What follows belongs to an exercise in optimizing a design on an open flow for small area; a production flow would make more cautious choices.
Function was checked by simulation only, so behaviour that the tests miss may differ from the original.
Power figures rest on the tool's default switching activity, not on a simulated workload.

==> flow/flow/run.sh <==
#!/bin/bash
# Layout flow: the standard ORFS flow (standard.sh, unchanged synthesis),
# with smaller port buffers (buf_1 instead of the default clkdlybuf4s50_1)
# and a clock tree built without dummy loads, from the buffers and sink
# clusters below. Every port still gets a buffer.
set -euo pipefail
export BUFFER_PORTS_ARGS="-buffer_cell sky130_fd_sc_hd__buf_1"
export CTS_ARGS="-sink_clustering_enable -repair_clock_nets -dont_use_dummy_load -buf_list sky130_fd_sc_hd__clkbuf_4 -sink_clustering_size 10 -sink_clustering_max_diameter 40"
bash standard.sh finish > standard_flow.log 2>&1
==> flow/standard.sh <==
#!/bin/bash
# synth_recipe.tcl (not shown) runs the flow's synth.tcl, then flattens the netlist and writes it again
# the make line also repeats each setting of config.mk as NAME=value (left out here)
make -C /OpenROAD-flow-scripts/flow DESIGN_CONFIG=/design/flow/config.mk WORK_HOME=/design/flow/orfs CLKGATE_MAP_FILE= SYNTH_SCRIPT=/design/flow/synth_recipe.tcl "${@:-finish}"
==> flow/config.mk <==
export PLATFORM = sky130hd
export DESIGN_NAME = mgmon_core
export DESIGN_NICKNAME = mgmon_core
export VERILOG_FILES = /design/flow/design.v
export SDC_FILE = /design/flow/constraint.sdc
export NUM_CORES = 4
export LEC_CHECK = 0
export ABC_AREA = 1
export CAP_MARGIN = 20
export CORE_MARGIN = 2
export CORE_UTILIZATION = 60
export SLEW_MARGIN = 20
==> flow/constraint.sdc <==
create_clock -name core_clock -period 10.0 [get_ports {clk}]
set_input_delay 2.0000 -clock core_clock [delete_from_list [all_inputs] [get_ports {clk}]]
set_output_delay 2.0000 -clock core_clock [all_outputs]
set_load 0.01 [all_outputs]
==> flow/design.v <==
module mgmon_core (
    input  wire         clk,
    input  wire         rst,
    input  wire         cmd_valid,
    output wire         cmd_ready,
    input  wire [39:0]  cmd_word,
    input  wire [511:0] cmd_bytes,
    output reg          rsp_valid,
    output wire [39:0]  rsp_word,
    output reg  [15:0]  a_o,
    output reg          a_oe,
    input  wire [15:0]  a_i,
    output reg  [7:0]   d_o,
    output wire         d_oe,
    input  wire [7:0]   d_i,
    output wire         rw_o,
    output reg          rw_oe,
    input  wire         rw_i,
    output wire         mclk_o,
    output reg          css_o,
    output reg          be_oe,
    input  wire         sync_i,
    input  wire         vp_i,
    output wire         ce_o,
    output wire         ce_oe,
    output wire         we_o,
    output wire         we_oe,
    output wire         oe_o,
    output wire         oe_oe,
    output wire         pgm_o,
    output wire         pgm_oe
);
    localparam OP_INIT  = 4'h0, OP_ESC   = 4'h1, OP_PULSE = 4'h2, OP_BE    = 4'h3,
               OP_TAKE  = 4'h4, OP_SETBP = 4'h5, OP_CLRBP = 4'h6, OP_STEP  = 4'h7,
               OP_READ  = 4'h8, OP_WRITE = 4'h9, OP_START = 4'hA, OP_END   = 4'hB,
               OP_PROG  = 4'hC;
    reg          idle_r;       
    reg          busy_r;       
    reg  [3:0]   op;           
    reg  [4:0]   k;            
    reg  [31:0]  P;            
    reg  [15:0]  bp;           
    reg          bp_on;        
    reg  [1:0]   st;           
    reg          ee_on;        
    reg  [511:0] ring;
    assign cmd_ready = idle_r;
    assign pgm_o     = 1'b1;
    wire [3:0]  c_op   = cmd_word[39:36];
    wire [3:0]  c_zero = cmd_word[35:32];
    wire [31:0] c_arg  = cmd_word[31:0];
    wire z0 = !c_arg[0];
    wire z1 = (c_arg[15:1]  == 15'd0);
    wire z2 = (c_arg[23:16] == 8'd0);
    wire z3 = (c_arg[31:24] == 8'd0);
    reg c_ok;
    always @(*) begin
        case (c_op)
            OP_ESC, OP_BE, OP_TAKE: c_ok = z1 & z2 & z3;
            OP_PULSE, OP_PROG:      c_ok = 1'b1;
            OP_SETBP, OP_READ:      c_ok = z2 & z3;
            OP_WRITE:               c_ok = z3;
            OP_INIT, OP_CLRBP, OP_STEP, OP_START, OP_END:
                                    c_ok = z0 & z1 & z2 & z3;
            default:                c_ok = 1'b0;
        endcase
    end
    wire c_legal = c_ok && (c_zero == 4'h0);
    wire [15:0] c_base   = c_arg[15:0];
    wire [15:0] c_len    = c_arg[31:16];
    wire [6:0]  c_sum    = {1'b0, c_base[5:0]} + {1'b0, c_len[5:0]};
    wire        c_req_ok = (c_len[15:7] == 9'd0) &&
                           (c_len[6] ? (c_len[5:0] == 6'd0 && c_base[5:0] == 6'd0)
                                     : (c_len[5:0] != 6'd0 && (!c_sum[6] || c_sum[5:0] == 6'd0)));
    wire c_now = !c_legal || (c_op == OP_SETBP) || (c_op == OP_CLRBP) ||
                 ((c_op == OP_PULSE) && z0 && z1 && z2 && z3) ||
                 ((c_op == OP_PROG) && !c_req_ok);
    wire take  = idle_r && cmd_valid;
    wire start = take && !c_now;
    wire [511:0] ring_rot = {ring[85:0], ring[511:86]};
    always @(posedge clk) ring <= ~((cmd_bytes | {512{busy_r}}) & (ring_rot | {512{idle_r}}));
    wire [7:0]   ring_tap = ring[89:82];
    wire o_init  = (op == OP_INIT);
    wire o_esc   = (op == OP_ESC);
    wire o_be    = (op == OP_BE);
    wire o_pulse = (op == OP_PULSE);
    wire o_tb    = (op == OP_TAKE) || (op == OP_START);    
    wire o_pe    = o_pulse || o_tb;                        
    wire o_start = (op == OP_START);
    wire o_end   = (op == OP_END);
    wire o_step  = (op == OP_STEP);
    wire o_read  = (op == OP_READ);
    wire o_write = (op == OP_WRITE);
    wire o_prog  = (op == OP_PROG);
    wire k1  = (k == 5'd1),  k2  = (k == 5'd2),  k3  = (k == 5'd3),  k4  = (k == 5'd4);
    wire k5  = (k == 5'd5),  k6  = (k == 5'd6),  k7  = (k == 5'd7),  k8  = (k == 5'd8);
    wire k9  = (k == 5'd9),  k10 = (k == 5'd10), k11 = (k == 5'd11), k12 = (k == 5'd12);
    wire k13 = (k == 5'd13), k14 = (k == 5'd14), k15 = (k == 5'd15), k16 = (k == 5'd16);
    wire k17 = (k == 5'd17), k18 = (k == 5'd18), k19 = (k == 5'd19), k20 = (k == 5'd20);
    wire k21 = (k == 5'd21), k22 = (k == 5'd22), k23 = (k == 5'd23), k24 = (k == 5'd24);
    wire k25 = (k == 5'd25), k31 = (k == 5'd31);
    wire p_one    = (P[31:1] == 31'd0) && P[0];
    wire bytes_left = (P[22:16] != 7'd0);
    wire timeout  = !P[22] && !P[21] && !P[17] && P[16];    
    wire match    = P[0];
    wire pe_loop  = o_pe && k12;                   
    wire pb_next  = o_prog && k17 && bytes_left;   
    wire done = (o_init && k10) || ((o_esc || o_be) && k1) ||
                (o_pulse && k12 && p_one) || ((op == OP_TAKE) && k17) ||
                (o_start && k25) || (o_end && k8) || (o_step && k16) ||
                (o_read && k14) || (o_write && k25) ||
                (o_prog && k23 && (match || timeout));
    wire dec0  = pe_loop || (o_tb && k13);         
    wire dec16 = o_prog && (k16 || k31);
    wire [32:0] brw;
    wire [31:0] P_dec;
    assign brw[0] = dec0;
    genvar gi;
    generate for (gi = 0; gi < 32; gi = gi + 1) begin : g_dec
        assign P_dec[gi] = P[gi] ^ brw[gi];
        if (gi == 15) begin : g_inj
            assign brw[gi+1] = (brw[gi] & !P[gi]) | dec16;
        end else begin : g_chain
            assign brw[gi+1] = brw[gi] & !P[gi];
        end
    end endgenerate
    function in_k(input [4:0] kk, input [4:0] lo, input [4:0] hi);
        in_k = (kk >= lo) && (kk <= hi);
    endfunction
    assign mclk_o = (o_pe && in_k(k, 5'd4, 5'd8)) || (o_step && in_k(k, 5'd7, 5'd16)) ||
                    (o_read && in_k(k, 5'd5, 5'd14)) || (o_write && in_k(k, 5'd7, 5'd15));
    assign d_oe   = (o_write && in_k(k, 5'd5, 5'd25)) || (o_prog && in_k(k, 5'd3, 5'd17));
    assign rw_o   = !(o_write && in_k(k, 5'd3, 5'd24));
    assign ce_o   = !(o_prog && (in_k(k, 5'd5, 5'd18) || in_k(k, 5'd21, 5'd22)));
    assign we_o   = !(o_prog && in_k(k, 5'd8, 5'd12));
    assign oe_o   = !(o_prog && in_k(k, 5'd20, 5'd23));
    assign ce_oe  = ee_on || (o_start && in_k(k, 5'd23, 5'd25));
    assign we_oe  = (ee_on && !((o_end && k4) || (o_init && k7))) ||
                    (o_start && in_k(k, 5'd24, 5'd25));
    assign oe_oe  = (ee_on && !((o_end && in_k(k, 5'd3, 5'd4)) || (o_init && in_k(k, 5'd6, 5'd7)))) ||
                    (o_start && k25);
    assign pgm_oe = ee_on && !((o_end && in_k(k, 5'd2, 5'd4)) || (o_init && in_k(k, 5'd5, 5'd7)));
    wire show_a = o_step && !st[0];
    wire show_d = (o_step || o_read) && !st[0];
    wire hit    = bp_on && (P[15:0] == bp);
    assign rsp_word = {2'b00, st,
                       show_a & hit, show_a & P[26], show_a & !P[24] & P[25], show_a & P[24],
                       8'h00, P[23:16] & {8{show_d}}, P[15:0] & {16{show_a}}};
    always @(posedge clk) begin
        st <= {(take && !c_legal) || (o_prog && k23 && !match && timeout),
               take && (!c_legal || ((c_op == OP_PROG) && !c_req_ok))};
        if (take && c_legal && (c_op == OP_SETBP)) bp <= c_arg[15:0];
        if (idle_r) begin
            P  <= c_arg;
            op <= ((c_op == OP_TAKE) && z0) ? OP_END : c_op;
        end else begin
            P  <= P_dec;
        end
        if (o_tb && k2)    begin P[3] <= 1'b1; P[1] <= 1'b1; P[0] <= 1'b0; end
        if (o_prog && k21) P[0]  <= (d_i == d_o);    
        if (o_step && k11) P[24] <= sync_i;
        if (o_step && k12) P[25] <= !vp_i;
        if (o_step && k13) P[26] <= rw_i;
        if (o_step && k14) P[15:0] <= a_i;
        if ((o_step && k15) || (o_read && k13)) P[23:16] <= d_i;
        if (rst) begin
            idle_r    <= 1'b1;
            busy_r    <= 1'b0;
            k         <= 5'd0;
            bp_on     <= 1'b0;
            rsp_valid <= 1'b0;
            a_o       <= 16'h0000;
            a_oe      <= 1'b0;
            d_o       <= 8'h00;
            rw_oe     <= 1'b0;
            css_o     <= 1'b1;
            be_oe     <= 1'b0;
            ee_on     <= 1'b0;
        end else begin
            idle_r    <= idle_r ? !start : done;
            busy_r    <= idle_r ? start : !done;
            rsp_valid <= done || (take && c_now);
            if (idle_r)
                k <= !start ? 5'd0 :
                     (c_op == OP_PULSE) ? 5'd3 :
                     ((c_op == OP_TAKE) && z0) ? 5'd5 : 5'd1;
            else if (done)
                k <= 5'd0;
            else if (pe_loop && !p_one)
                k <= 5'd3;
            else if (pb_next)
                k <= 5'd6;
            else if (o_prog && k31)
                k <= 5'd19;
            else
                k <= k + 5'd1;
            if (take && c_legal && (c_op == OP_SETBP || c_op == OP_CLRBP || c_op == OP_INIT))
                bp_on <= (c_op == OP_SETBP) && !(z0 && z1);
            if ((o_tb && k14) || ((o_read || o_write || o_prog) && k3)) a_o <= P[15:0];
            if (pb_next) a_o[5:0] <= a_o[5:0] + 6'd1;
            if (o_write && k5) d_o <= P[23:16];
            if (o_prog && k6)  d_o <= ring_tap;
            if ((o_init && k1) || (o_end && k5))  a_oe <= 1'b0;
            if ((o_tb && k13) || (o_prog && k1))  a_oe <= 1'b1;
            if ((o_init && k3) || (o_end && k7)) rw_oe <= 1'b0;
            if (o_tb && k17)                     rw_oe <= 1'b1;
            if ((o_init && k7) || (o_end && k4)) ee_on <= 1'b0;
            if (o_start && k25)                  ee_on <= 1'b1;
            if ((o_init && k8) || (o_end && k8)) be_oe <= 1'b0;
            if (o_tb && k1)                      be_oe <= 1'b1;
            if (o_be && k1)                      be_oe <= !P[0];
            if (o_init && k10) css_o <= 1'b1;
            if (o_tb && k2)    css_o <= 1'b0;
            if (o_esc && k1)   css_o <= P[0];
        end
    end
endmodule
==> results of run 1 <==
-- synthesized netlist by cell type, types with 3 or more instances --
| cell type | n |
|---|---|
| o22ai_1 | 517 |
| xor2_1 | 16 |
| nor2_1 | 117 |
| dfxtp_1 | 584 |
| ha_1 | 44 |
| inv_2 | 7 |
| o211ai_1 | 11 |
| nor3_1 | 19 |
| nand4_1 | 22 |
| buf_1 | 11 |
| buf_4 | 11 |
| edfxtp_1 | 20 |
| clkbuf_1 | 117 |
| a21oi_1 | 56 |
| nand2_2 | 4 |
| inv_1 | 111 |
| nand3_1 | 41 |
| nand2_1 | 177 |
| buf_2 | 3 |
| a221oi_1 | 3 |
| a31oi_1 | 10 |
| nor4_1 | 9 |
| o21ai_0 | 57 |
| nor3_2 | 3 |
-- metrics by stage --
step,std cells,setup WS (ns),total power [uW],hold slack [ns],area [sq um]
2_1_floorplan,2025,3.033,2738,0.3988,20060
3_3_place_gp,2986,2.515,2866,0.3997,22570
3_5_place_dp,2986,2.365,2880,0.4047,22570
4_1_cts,3063,2.293,3930,0.3982,23150
5_1_grt,3088,1.860,4071,0.4015,23210
6_report,3092,2.156,3921,0.3927,23220
-- how the worst min path moves through the flow --
stage                    from   endpoint  slack, ns  depth (start not counted)
floorplan           ring[186]  ring[100]       0.40                          1
global placement    ring[205]  ring[119]       0.40                          1
detailed placement  ring[365]  ring[279]       0.40                          1
CTS                  ring[29]  ring[455]       0.40                          1
global route        ring[417]  ring[331]       0.40                          1
finish              ring[407]  ring[321]       0.39                          1
-- worst max-delay path, delay by kind of cell (launching register included) --
kind                       cells  cell delay, ns
DFF                            1            0.55
adders and majority gates     32            6.10
buffers and inverters          3            0.38
and+or+nand+nor                3            0.31
xor gates and xnor gates       1            0.12
AOI/OAI and AO/OA              2            0.26
-- routing by layer --
layer	wire, microns	part of all wire
met1	25590	0.37
met2	32110	0.46
met3	7351	0.11
met4	3997	0.058
met5	31	0.00045
-- state kept, by name (all words and copies together), names as in the netlist --
register	flops
bp_on	1
a_o	16
d_o	8
a_oe	1
st	2
k	5
be_oe	1
P	32
op	4
rw_oe	1
bp	16
ee_on	1
ring	512
rsp_valid	1
busy_r	1
idle_r	1
css_o	1
-- layout make-up --
| type | instances | area [sq um] |
|---|---|---|
| flip-flops and latches | 604 | 12300 |
| multi-input cells | 1156 | 6719 |
| diodes | 29 | 72.57 |
| fillers | 2665 | 9477 |
| well taps | 442 | 553.0 |
| inverters | 121 | 456.7 |
| clock buffers | 77 | 578.1 |
| repair buffers | 663 | 2546 |
-- where the power goes --
part           internal (uW)  total (uW)  switching [uW]
logic                    108         244             136
registers               2540        2590            46.4
clock network            355        1090             732
-- logic make-up after synthesis --
| logic type | Yosys count | synth area share |
|---|---|---|
| AOI/OAI and AO/OA | 677 | 0.2083 |
| xor gates and xnor gates | 17 | 0.007434 |
| adders and majority gates | 45 | 0.02849 |
| buffers and inverters | 265 | 0.05279 |
| DFF | 604 | 0.6137 |
| other | 2 | 0.0003750 |
| and+or+nand+nor | 406 | 0.08890 |
==> impl_metrics.json, run 1 <==
{
  "finish.utilization": 0.7102,
  "drv_cap": 0,
  "synth_seq_area_share": 0.6137,
  "crit_path_start_kind": "register",
  "grt.busiest_layer": "met2",
  "critPathRequiredTime_ns": 10.62,
  "crit_path_start": "k[1]",
  "cp.arrival_ns": 8.47,
  "finalHoldViolations": 0,
  "drt_iter0_drc": 1629,
  "post_cts_resize_count": 0,
  "final_cell_mix": "651 x buf_1, 582 x dfxtp_1, 517 x o22ai_1",
  "vias_per_cell": 5.871,
  "clk_latency_ns": 0.75,
  "place.gp.congestion": 0.9971,
  "endpoint_kind": "register",
  "nets": 3250,
  "r2r_cells": 41,
  "cts-root-buf": "clkbuf_4",
  "io_buffer_count": 651,
  "synthArstFlopShare": 0,
  "cts_setup_buffers": 0,
  "dieArea_sq_um": 34860,
  "clock_path_buffers": 3,
  "cts_buffers": 77,
  "r2r-end": "P[31]",
  "netlist_top_cells_area": "dfxtp_1 58%, o22ai_1 16%, nand2_1 3.3%, edfxtp_1 3.0%, ha_1 2.7%",
  "finalSetupTns_ns": 0,
  "num_vias": 18150,
  "num_rows": 66,
  "ys.flop_type": "dfxtp_1",
  "core_area_sq_um": 32700,
  "synth_top_area_frac": 0.5837,
  "crit_fanout": 10,
  "dr.pass1.iters": 6,
  "cp_slowest_cell": "dfxtp_1",
  "ctsHtreeMaxLevel": 3,
  "rr_startpoint": "k[1]",
  "hold_buffers": 0,
  "grt_usage": 0.3804,
  "yosysWarnings": 1,
  "crit_top_cell": "ha_1",
  "timing.final.crit_share": 0.7844,
  "ys_types": 60,
  "wl_per_cell_microns": 22.34,
  "period_minus_slack_ns": 7.844,
  "use_met2": 0.6081,
  "yosys.area.top_type": "dfxtp_1",
  "cts_tree": "done",
  "ant_nets": 0,
  "hpwl_microns": 53100,
  "synthToLayoutAreaGrowth_pct": 15.96,
  "rsz0062_at_grt": "no",
  "io_pins": 663,
  "syn_inst": 2016,
  "drc": 0,
  "status": "timing/DRC/antenna clean",
  "syn_avg_cell_area_sq_um": 9.935,
  "wirelength_microns": 69080,
  "relSlewSlack": 0.2682,
  "cellPowerDensity_nw_per_um2": 168.8,
  "p_leak_uw": 0.009042,
  "die-width_microns": 186.7,
  "crit_end": "P[31]",
  "synth_edf_count": 20,
  "grt.met3_usage": 0.1226,
  "setup_violations": 0,
  "grt_overflow": 0,
  "worst_pin_slew_ns": 1.098,
  "initial_core_util": 0.6125,
  "r2r_slack_ns": 2.16,
  "slowest_delay_ns": 0.55,
  "synth_area_sq_um": 20030,
  "grtUsageMet1": 0.4486,
  "clk_pin_slew_worst_paths_ns": 0.11,
  "min_path_type": "register to register",
  "grt_max_degree": 261,
  "clock_skew_ns": 0.09997,
  "antenna_found_initial": 31,
  "die_height_microns": 186.7,
  "grt_pass1_vias": 17590,
  "layout-drive-gt1-share": 0.04655,
  "synth.ff_latch_count": 604,
  "maxSlewViolCount": 0,
  "grt_pass1_wl_microns": 101200,
  "critPathKind": "register to register",
  "ir_worst_vdd_v": 0.0001396,
  "clock_sinks": 604,
  "fmax_mhz": 127.5,
  "final_common_cell": "buf_1"
}
==> run 2: changes to the inputs <==
--- a/flow/config.mk
+++ b/flow/config.mk
@@ -5,8 +5,7 @@
 export SDC_FILE = /design/flow/constraint.sdc
 export NUM_CORES = 4
 export LEC_CHECK = 0
-export ABC_AREA = 1
 export CAP_MARGIN = 20
 export CORE_MARGIN = 2
-export CORE_UTILIZATION = 60
+export CORE_UTILIZATION = 80
 export SLEW_MARGIN = 20
==> run 2 against run 1 <==
The flow now stops in I/O pin placement (3_2_place_iop). Synthesized area grew 0.44%. Synthesized cell count down 5.5%.
==> impl_metrics.json, run 2 <==
{
  "status": "aborted with a tool error",
  "stop_stage": "I/O pin placement (3_2_place_iop)",
  "error_line": "[ERROR PPL-0024] Number of IO pins (663) exceeds maximum number of available positions (582). Increase the die perimeter from 650.30um to 901.68um.",
  "synthTopCellsByCount": "584 x dfxtp_1, 513 x o22ai_1, 132 x clkbuf_1",
  "die-width_microns": 162.6,
  "syn_avg_cell_area_sq_um": 10.55,
  "yosysWarnings": 1,
  "ys.flop_type": "dfxtp_1",
  "die_height_microns": 162.6,
  "synth_top_area_frac": 0.5812,
  "num_rows": 58,
  "synth_seq_area_share": 0.6110,
  "synthArstFlopShare": 0,
  "synth_area_sq_um": 20120,
  "yosys.area.top_type": "dfxtp_1",
  "initial_core_util": 0.8058,
  "synth.ff_latch_count": 604,
  "netlist_top_cells_area": "dfxtp_1 58%, o22ai_1 16%, edfxtp_1 3.0%, ha_1 2.7%, clkbuf_1 2.5%",
  "ys_types": 82,
  "synth_edf_count": 20,
  "syn_inst": 1906,
  "yosysMostFrequentCell": "dfxtp_1"
}
[run 2: logic make-up after synthesis]
| group | share of synthesized area |
|---|---|
| AO/OA/AOI/OAI | 0.2146 |
| buffers and inverters | 0.04652 |
| multiplexers | 0.004229 |
| adder cells (fa/ha/maj) | 0.02836 |
| flip-flops | 0.6110 |
| other | 0.0003733 |
| AND/OR/NAND/NOR | 0.08135 |
| XOR/XNOR | 0.01350 |
==> run 3: changes to the inputs <==
--- a/flow/config.mk
+++ b/flow/config.mk
@@ -7,5 +7,5 @@
 export LEC_CHECK = 0
 export CAP_MARGIN = 20
 export CORE_MARGIN = 2
-export CORE_UTILIZATION = 80
+export CORE_UTILIZATION = 72
 export SLEW_MARGIN = 20
==> run 3 against run 2 <==
Synthesized area unchanged. Synthesized cell count unchanged. The flow again stops in I/O pin placement (3_2_place_iop).
==> impl_metrics.json, run 3 <==
{
  "yosysMostFrequentCell": "dfxtp_1",
  "die_height_microns": 171.2,
  "ys.flop_type": "dfxtp_1",
  "status": "aborted with a tool error",
  "yosys.area.top_type": "dfxtp_1",
  "syn_avg_cell_area_sq_um": 10.55,
  "die-width_microns": 171.2,
  "synth_top_area_frac": 0.5812,
  "error_line": "[ERROR PPL-0024] Number of IO pins (663) exceeds maximum number of available positions (612). Increase the die perimeter from 684.60um to 901.68um.",
  "syn_inst": 1906,
  "synth_seq_area_share": 0.6110,
  "synth_edf_count": 20,
  "stop_stage": "I/O pin placement (3_2_place_iop)",
  "synthTopCellsByCount": "584 x dfxtp_1, 513 x o22ai_1, 132 x clkbuf_1",
  "synthArstFlopShare": 0,
  "netlist_top_cells_area": "dfxtp_1 58%, o22ai_1 16%, edfxtp_1 3.0%, ha_1 2.7%, clkbuf_1 2.5%",
  "initial_core_util": 0.7281,
  "yosysWarnings": 1,
  "num_rows": 61,
  "synth_area_sq_um": 20120,
  "ys_types": 82,
  "synth.ff_latch_count": 604
}
[run 3: kinds of logic after synthesis]
kind of cell,Yosys count,share of synthesized area
other cells,2,0.0003733
simple gates,309,0.08135
mux,8,0.004229
fa+ha+maj,45,0.02836
flops,604,0.6110
buf+inv,217,0.04652
xor+xnor,31,0.01350
compound gates,690,0.2146
==> run 4: changes to the inputs <==
--- a/flow/config.mk
+++ b/flow/config.mk
@@ -7,5 +7,5 @@
 export LEC_CHECK = 0
 export CAP_MARGIN = 20
 export CORE_MARGIN = 2
-export CORE_UTILIZATION = 72
+export CORE_UTILIZATION = 60
 export SLEW_MARGIN = 20
==> run 4 against run 3 <==
The run now finishes clean. Synthesized area unchanged. Synthesized cell count stayed put.
==> impl_metrics.json, run 4 <==
{
  "status": "timing/DRC/antenna clean",
  "worst_pin_slew_ns": 1.123,
  "grt_max_degree": 248,
  "ctsHtreeMaxLevel": 3,
  "syn_inst": 1906,
  "crit_path_start": "k[4]",
  "final_cells": 2953,
  "yosysWarnings": 1,
  "dr.pass1.iters": 5,
  "grt_pass1_wl_microns": 101300,
  "yosys.area.top_type": "dfxtp_1",
  "wirelength_microns": 69900,
  "relSlewSlack": 0.2421,
  "hold_buffers": 0,
  "clk_latency_ns": 0.77,
  "p_leak_uw": 0.008547,
  "ys.flop_type": "dfxtp_1",
  "initial_core_util": 0.6045,
  "critPathTopFamily": "adder cells",
  "crit_buf_inv": 0,
  "clock_skew_ns": 0.08037,
  "yosysMostFrequentCell": "dfxtp_1",
  "crit_path_start_kind": "register",
  "endpoint_kind": "register",
  "critPathRequiredTime_ns": 10.62,
  "place.gp.congestion": 1.013,
  "cts_tree": "done",
  "layout-drive-gt1-share": 0.05238,
  "grt_usage": 0.3859,
  "crit_top_cell": "ha_1",
  "num_vias": 17800,
  "clock_sinks": 604,
  "rsz0062_at_grt": "no",
  "synth_area_sq_um": 20120,
  "dieArea_sq_um": 35010,
  "grt_overflow": 0,
  "finalHoldViolations": 0,
  "netlist_top_cells_area": "dfxtp_1 58%, o22ai_1 16%, edfxtp_1 3.0%, ha_1 2.7%, clkbuf_1 2.5%",
  "clock_path_buffers": 3,
  "fmax_mhz": 129.6,
  "post_cts_resize_count": 0,
  "die_height_microns": 187.1,
  "drv_cap": 0,
  "drc": 0,
  "nets": 3111,
  "hold_end": "ring[265]",
  "num_rows": 67,
  "final_cell_mix": "651 x buf_1, 582 x dfxtp_1, 513 x o22ai_1",
  "hold_start": "ring[351]",
  "dp_cells": 2853,
  "critPathKind": "register to register",
  "die-width_microns": 187.1,
  "antenna_found_initial": 32,
  "placed_area_sq_um": 22520,
  "finalSetupTns_ns": 0,
  "r2r-end": "P[31]",
  "cts-root-buf": "clkbuf_4",
  "final_area_sq_um": 23160,
  "vias_per_cell": 6.028,
  "io_pins": 663,
  "synth.ff_latch_count": 604,
  "setup_violations": 0,
  "maxSlewViolCount": 0,
  "clk_pin_slew_worst_paths_ns": 0.10,
  "ys_types": 82,
  "min_path_type": "register to register",
  "hpwl_microns": 52520,
  "r2r_cells": 38,
  "syn_avg_cell_area_sq_um": 10.55,
  "synthTopCellsByCount": "584 x dfxtp_1, 513 x o22ai_1, 132 x clkbuf_1",
  "period_minus_slack_ns": 7.718,
  "drt_iter0_drc": 1752,
  "cp_slowest_cell": "dfxtp_1",
  "finish.utilization": 0.6960,
  "slowest_delay_ns": 0.71,
  "largest_register": "ring",
  "r2r_slack_ns": 2.28,
  "synth_edf_count": 20,
  "synth_top_area_frac": 0.5812,
  "ant_nets": 0,
  "synth_seq_area_share": 0.6110,
  "cp.arrival_ns": 8.33,
  "core_area_sq_um": 33280,
  "io_buffer_count": 651,
  "synthArstFlopShare": 0,
  "reg_top3": "ring: 512 flops, P: 32 flops",
  "final_common_cell": "buf_1",
  "rr_startpoint": "k[4]",
  "cts_setup_buffers": 0,
  "ir_worst_vdd_v": 0.0001362,
  "grt_pass1_vias": 16450,
  "cellPowerDensity_nw_per_um2": 169.8,
  "cts_buffers": 76,
  "crit_fanout": 19,
  "synthToLayoutAreaGrowth_pct": 15.15,
  "wl_per_cell_microns": 23.67,
  "fillerInstances": 2680,
  "whs_path_depth": 1,
  "largest_reg_flops": 512,
  "timing.final.crit_share": 0.7718
}
## run 4: per-layer routing
| layer | global-route usage | vias to the layer above | share of wire |
|---|---|---|---|
| met4 | 0.1596 | 20 | 0.032 |
| met3 | 0.1129 | 156 | 0.11 |
| met1 | 0.5134 | 8335 | 0.40 |
| met5 | 0 | - | 0.0020 |
| li1 | - | 8246 | - |
| met2 | 0.5916 | 1044 | 0.46 |
## run 4: layout make-up
type	count	area, sq um	area share
timing repair buffer	664	2577	0.1113
clock buffer	76	570.5	0.02463
sequential	604	12300	0.5310
multi-input combinational	1094	6934	0.2993
antenna	23	57.56	0.002485
tap	448	560.5	0.02420
inverter	44	165.2	0.007130
## run 4: worst register-to-register path: cells and delay by family (launching register included)
family	cells	cell delay (ns)
compound gates	2	0.26
xor+xnor	1	0.12
flops	1	0.71
fa+ha+maj	31	5.83
simple gates	4	0.70
## run 4: kinds of logic after synthesis
logic type      count (synthesis)  share of synthesized area
simple gates                  309                    0.08135
other cells                     2                  0.0003733
mux                             8                   0.004229
compound gates                690                     0.2146
flops                         604                     0.6110
fa+ha+maj                      45                    0.02836
buf+inv                       217                    0.04652
xor+xnor                       31                    0.01350
## run 4: how the worst max path moves through the flow
stage | depth (start not counted) | slack (ns) | endpoint
floorplan | 40 | 3.09 | P[31]
global placement | 38 | 2.41 | P[31]
detailed placement | 39 | 2.35 | P[31]
CTS | 38 | 2.33 | P[31]
global route | 38 | 1.89 | P[31]
finish | 38 | 2.28 | P[31]
## run 4: power by group
group          total, uW  internal [uW]  switching [uW]
registers           2590           2540            50.3
logic                257            129             128
clock network       1090            351             739
## run 4: through the flow
step                      hold slack, ns  setup slack [ns]  total power, uW
after global placement            0.3990             2.408             2878
final                             0.3924             2.282             3933
after CTS                         0.3896             2.325             3938
after global routing              0.4112             1.893             4076
after detailed placement          0.4039             2.351             2888
after floorplan                   0.3991             3.089             2745

[re-timing with driven ports]
How much do the figures lean on ideal ports? The routed layouts below were timed once more, with nothing changed but the port constraints. Step 1, drivers: a clkbuf_16 drives clk and a buf_2 each remaining input, both assumed. Step 2 adds t to the input delays and takes it off the output delays; t is the mean of the earliest and latest rising clock arrival at the registers after step 1. Input paths then give back, and output paths get back, about the clock's delay inside the block. Three values: no drivers, after step 1, after step 2; two values: the first two.
run | t, ns | setup slack, ns | slew at the worst register clock pin (ns) | pins driven straight from the clock port
run 1 | 0.753 | 2.156 / 2.156 / 2.156 | 0.11 / 0.11 | 1
run 4 | 0.792 | 2.282 / 2.282 / 2.282 | 0.12 / 0.12 | 1
After both steps every run listed still meets setup and hold.
